What follows belongs to an exercise in optimizing a design on an open flow for small area, a short achievable clock period and few clock cycles per item; a production flow would make more cautious choices. RTL that was checked went through simulation tests only; none was proved equivalent to the original.

==> inputs of job 7981 <==
Design tslfs_convert, start of the top module:
module tslfs_convert (
    input  wire          clk,
    input  wire          rst,           
    input  wire          in_valid,
    output wire          in_ready,
    input  wire [511:0]  in_record,     
    output reg           out_valid,     
    output wire [1535:0] out_phys       
);
clock: 12.0 ns
lec_check: 0
cap_margin: 20
core_area: 10 10 590 590
die_area: 0 0 600 600
slew_margin: 20
run.sh (not shown) runs the stock make flow with config.mk's settings and CLKGATE_MAP_FILE= SYNTH_SCRIPT=/design/flow/synth_recipe.tcl, a recipe that flattens the netlist after the stock synthesis.
==> job 6223 (differences from job 7981) <==
--- a/flow/design.v
+++ b/flow/design.v
@@ -122,12 +122,45 @@
     output wire [3:0]  m
 );
     wire [5:0] s = {2'd0, x[3:0]} + {2'd0, x[7:4]} + {2'd0, x[11:8]} + {2'd0, x[15:12]} + {5'd0, x[16]};
     wire [4:0] t = {1'b0, s[3:0]} + {3'd0, s[5:4]};
     assign m = t[3:0] + {3'd0, t[4]};
 endmodule
+module tc_mod31x (
+    input  wire [15:0] x,
+    output wire [4:0]  m
+);
+    wire [6:0] s = {2'd0, x[4:0]} + {2'd0, x[9:5]} + {2'd0, x[14:10]} + {6'd0, x[15]};
+    wire [5:0] t = {1'b0, s[4:0]} + {4'd0, s[6:5]};
+    assign m = t[4:0] + {4'd0, t[5]};
+endmodule
+module tc_mod15x (
+    input  wire [15:0] x,
+    output wire [3:0]  m
+);
+    wire [5:0] s = {2'd0, x[3:0]} + {2'd0, x[7:4]} + {2'd0, x[11:8]} + {2'd0, x[15:12]};
+    wire [4:0] t = {1'b0, s[3:0]} + {3'd0, s[5:4]};
+    assign m = t[3:0] + {3'd0, t[4]};
+endmodule
+module tc_rot31 (
+    input  wire [4:0] v,
+    input  wire [4:0] k,
+    output reg  [4:0] r
+);
+    reg [2:0] m;
+    always @(*) begin
+        m = k % 5;
+        case (m)
+            3'd1:    r = {v[3:0], v[4]};
+            3'd2:    r = {v[2:0], v[4:3]};
+            3'd3:    r = {v[1:0], v[4:2]};
+            3'd4:    r = {v[0], v[4:1]};
+            default: r = v;
+        endcase
+    end
+endmodule
 module tc_int (
     input  wire        clk,
     input  wire [15:0] x,
     output wire [63:0] f
 );
     parameter integer E0  = 0;
@@ -255,40 +288,48 @@
         end
     endfunction
     wire [15:0] xn;
     wire [3:0]  lz;
     tc_norm16 u_n (.x(x), .xn(xn), .lz(lz));
     wire        hi = xn >= 16'd39680;
-    reg  [16:0] xd1;
-    reg  [3:0]  lz1;
+    wire [16:0] xd = hi ? {1'b0, xn} : {xn, 1'b0};
+    wire [4:0]  sh = {1'b0, lz} + {4'd0, ~hi};
+    wire [4:0]  m31, c31;
+    wire [3:0]  m15;
+    tc_mod31x u_m31 (.x(x), .m(m31));
+    tc_mod15x u_m15 (.x(x), .m(m15));
+    tc_rot31  u_r31 (.v(m31), .k(sh), .r(c31));
+    reg  [3:0]  c15;
+    always @(*) begin
+        case (sh[1:0])
+            2'd1:    c15 = {m15[2:0], m15[3]};
+            2'd2:    c15 = {m15[1:0], m15[3:2]};
+            2'd3:    c15 = {m15[0], m15[3:1]};
+            default: c15 = m15;
+        endcase
+    end
+    reg  [7:0]  xl1;
+    reg  [4:0]  c31_1;
+    reg  [3:0]  c15_1, lz1;
     reg         hi1, nz1;
     always @(posedge clk) begin
-        xd1 <= hi ? {1'b0, xn} : {xn, 1'b0};
+        xl1 <= xd[7:0]; c31_1 <= c31; c15_1 <= c15;
         lz1 <= lz; hi1 <= hi; nz1 <= xn[15];
     end
-    wire [4:0]  c31;
-    wire [3:0]  c15;
-    tc_mod31 u_m31 (.x(xd1), .m(c31));
-    tc_mod15 u_m15 (.x(xd1), .m(c15));
-    reg  [4:0]  b2;
-    reg  [3:0]  n2, lz2;
-    reg  [7:0]  xl2;
-    reg         hi2, nz2;
-    always @(posedge clk) begin
-        b2 <= t_b31(c31); n2 <= t_n5(c15);
-        xl2 <= xd1[7:0]; lz2 <= lz1; hi2 <= hi1; nz2 <= nz1;
-    end
+    wire [4:0]  b = t_b31(c31_1);
+    wire [3:0]  n = t_n5(c15_1);
     wire [19:0] w;
-    tc_eac20 u_w (.a({n2, n2, n2, n2, n2}), .b({b2, b2, b2, b2}), .s(w));
-    wire [7:0]  q = w[7:0] - xl2 + {xl2[5:0], 2'd0} + {xl2[3:0], 4'd0} + {xl2[0], 7'd0};
-    reg  [19:0] w3;
-    reg  [7:0]  q3;
-    reg  [3:0]  lz3;
-    reg         hi3, nz3;
+    tc_eac20 u_w (.a({n, n, n, n, n}), .b({b, b, b, b}), .s(w));
+    wire [7:0]  q = w[7:0] - xl1 + {xl1[5:0], 2'd0} + {xl1[3:0], 4'd0} + {xl1[0], 7'd0};
+    reg  [19:0] w2, w3;
+    reg  [7:0]  q2, q3;
+    reg  [3:0]  lz2, lz3;
+    reg         hi2, nz2, hi3, nz3;
     always @(posedge clk) begin
-        w3 <= w; q3 <= q; lz3 <= lz2; hi3 <= hi2; nz3 <= nz2;
+        w2 <= w;  q2 <= q;  lz2 <= lz1; hi2 <= hi1; nz2 <= nz1;
+        w3 <= w2; q3 <= q2; lz3 <= lz2; hi3 <= hi2; nz3 <= nz2;
     end
     wire [23:0] tl;
     tc_inc #(.N(24)) u_r (.a({w3, w3[19:16]}), .cin(w3[15]), .s(tl));
     wire [10:0] ex = 11'd1030 + E0 + {10'd0, hi3} - {7'd0, lz3};
     assign f = {1'b0, ex & {11{nz3}}, q3, w3, tl};
 endmodule
@@ -329,19 +370,20 @@
     wire [19:0] a4  = a3 ^ b3 ^ b2;
     wire [19:0] b4m = (a3 & b3) | (a3 & b2) | (b3 & b2);
     wire [19:0] b4  = {b4m[18:0], b4m[19]};
     wire [19:0] w;
     tc_eac20 u_w (.a(a4), .b(b4), .s(w));
     wire [10:0] xq = xd1[10:0] + {xd1[7:0], 3'd0} + {xd1[5:0], 5'd0} + {xd1[0], 10'd0};
+    wire [10:0] q  = w[10:0] + xq;
     reg  [19:0] w2, w3;
-    reg  [10:0] xq2, q3;
+    reg  [10:0] q2, q3;
     reg  [3:0]  lz2, lz3;
     reg         hi2, nz2, sg2, hi3, nz3, sg3;
     always @(posedge clk) begin
-        w2 <= w;  xq2 <= xq; lz2 <= lz1; hi2 <= hi1; nz2 <= nz1; sg2 <= sg1;
-        w3 <= w2; q3 <= w2[10:0] + xq2; lz3 <= lz2; hi3 <= hi2; nz3 <= nz2; sg3 <= sg2;
+        w2 <= w;  q2 <= q;  lz2 <= lz1; hi2 <= hi1; nz2 <= nz1; sg2 <= sg1;
+        w3 <= w2; q3 <= q2; lz3 <= lz2; hi3 <= hi2; nz3 <= nz2; sg3 <= sg2;
     end
     wire [20:0] tl;
     tc_inc #(.N(21)) u_r (.a({w3, w3[19]}), .cin(w3[18]), .s(tl));
     wire [10:0] ex = 11'd1031 + {10'd0, hi3} - {7'd0, lz3};
     assign f = {sg3, ex & {11{nz3}}, q3, w3, tl};
 endmodule
@@ -430,39 +472,37 @@
         end
     endfunction
     wire [15:0] xn;
     wire [3:0]  lz;
     tc_norm16 u_n (.x(x), .xn(xn), .lz(lz));
     wire        hi = xn >= 16'd50791;
-    reg  [16:0] xd1;
+    wire [16:0] xd = hi ? {1'b0, xn} : {xn, 1'b0};
+    wire [4:0]  sh = {1'b0, lz} + {4'd0, ~hi};
+    wire [4:0]  m31, c31;
+    tc_mod31x u_m31 (.x(x), .m(m31));
+    tc_rot31  u_r31 (.v(m31), .k(sh), .r(c31));
+    reg  [12:0] xl1;
+    reg  [4:0]  c31_1;
     reg  [3:0]  lz1;
     reg         hi1, nz1, sg1;
     always @(posedge clk) begin
-        xd1 <= hi ? {1'b0, xn} : {xn, 1'b0};
+        xl1 <= xd[12:0]; c31_1 <= c31;
         lz1 <= lz; hi1 <= hi; nz1 <= xn[15]; sg1 <= sgn;
     end
-    wire [4:0]  c31;
-    tc_mod31 u_m31 (.x(xd1), .m(c31));
-    wire [12:0] xl1 = xd1[12:0];
-    wire [12:0] xq  = xl1 + {xl1[10:0], 2'd0} + {xl1[7:0], 5'd0}
-                    + {xl1[5:0], 7'd0} + {xl1[2:0], 10'd0} + {xl1[0], 12'd0};
-    reg  [12:0] xq2;
-    reg  [4:0]  w2;
-    reg  [3:0]  wr2, lz2;
-    reg         hi2, nz2, sg2;
-    always @(posedge clk) begin
-        xq2 <= xq; w2 <= t_w31(c31); wr2 <= t_r31(c31);    
-        lz2 <= lz1; hi2 <= hi1; nz2 <= nz1; sg2 <= sg1;
-    end
-    reg  [12:0] q3;
-    reg  [4:0]  w3;
-    reg  [3:0]  wr3, lz3;
-    reg         hi3, nz3, sg3;
+    wire [4:0]  w  = t_w31(c31_1);
+    wire [3:0]  wr = t_r31(c31_1);    
+    wire [12:0] xq = xl1 + {xl1[10:0], 2'd0} + {xl1[7:0], 5'd0}
+                   + {xl1[5:0], 7'd0} + {xl1[2:0], 10'd0} + {xl1[0], 12'd0};
+    wire [12:0] q  = {w[2:0], w, w} - xq;
+    reg  [12:0] q2, q3;
+    reg  [4:0]  w2, w3;
+    reg  [3:0]  wr2, lz2, wr3, lz3;
+    reg         hi2, nz2, sg2, hi3, nz3, sg3;
     always @(posedge clk) begin
-        q3 <= {w2[2:0], w2, w2} - xq2; w3 <= w2; wr3 <= wr2;
-        lz3 <= lz2; hi3 <= hi2; nz3 <= nz2; sg3 <= sg2;
+        q2 <= q;  w2 <= w;  wr2 <= wr;  lz2 <= lz1; hi2 <= hi1; nz2 <= nz1; sg2 <= sg1;
+        q3 <= q2; w3 <= w2; wr3 <= wr2; lz3 <= lz2; hi3 <= hi2; nz3 <= nz2; sg3 <= sg2;
     end
     wire [10:0] ex = 11'd1036 + {10'd0, hi3} - {7'd0, lz3};
     assign f = {sg3, ex & {11{nz3}}, q3, w3, w3, w3, w3, w3, w3, w3, wr3};
 endmodule
 module tc_q125 (
     input  wire [8:0]  s,
==> summary.txt <==
Job 7981 produced a clean layout. Job 6223 completed with no timing, DRC or antenna violations.
Against job 6223, the sequential cell count of job 7981 is lower by 46.
Between job 6223 and job 7981, the lower final cell count is in job 7981 (gap about 2.7%, measured against job 7981).
In job 6223 the setup slack is lower than in job 7981, by 2.7 ns.
Against job 6223, the synthesized cell count of job 7981 is smaller by about 3%.
In sequential share of layout area, job 7981 and job 6223 hardly differ.
Testbench counts of job 7981, summed over its fixed seeds: cycles 824, items 800.
The RTL of job 6223 was laid out without a check of its function.

re-timing with driven ports:
No port has a modelled driver above. Below, the same layouts with a new extraction and two added sets of constraints. Step 1: set_driving_cell puts a clkbuf_16 on clk and a buf_2 on each other input, an assumption about the parent block. Step 2, shift: input delay + t, output delay - t, t = (earliest + latest rising clock arrival at the registers) / 2. This alone moves slack from input paths to output paths. Three values: no drivers, after step 1, after step 2; two values: the first two.
run	t, ns	slack for setup (ns)	worst setup path after step 2	cell pins on the clock port's net
job 7981	0.989	3.778 / 3.806 / 2.818	input to register	1
job 6223	0.998	1.102 / 1.177 / 0.179	input to register	1
After both steps setup and hold are still met in every run listed. For job 7981, which loses most, drivers alone change the setup slack by +0.028 ns; drivers and shift together by -0.960 ns.
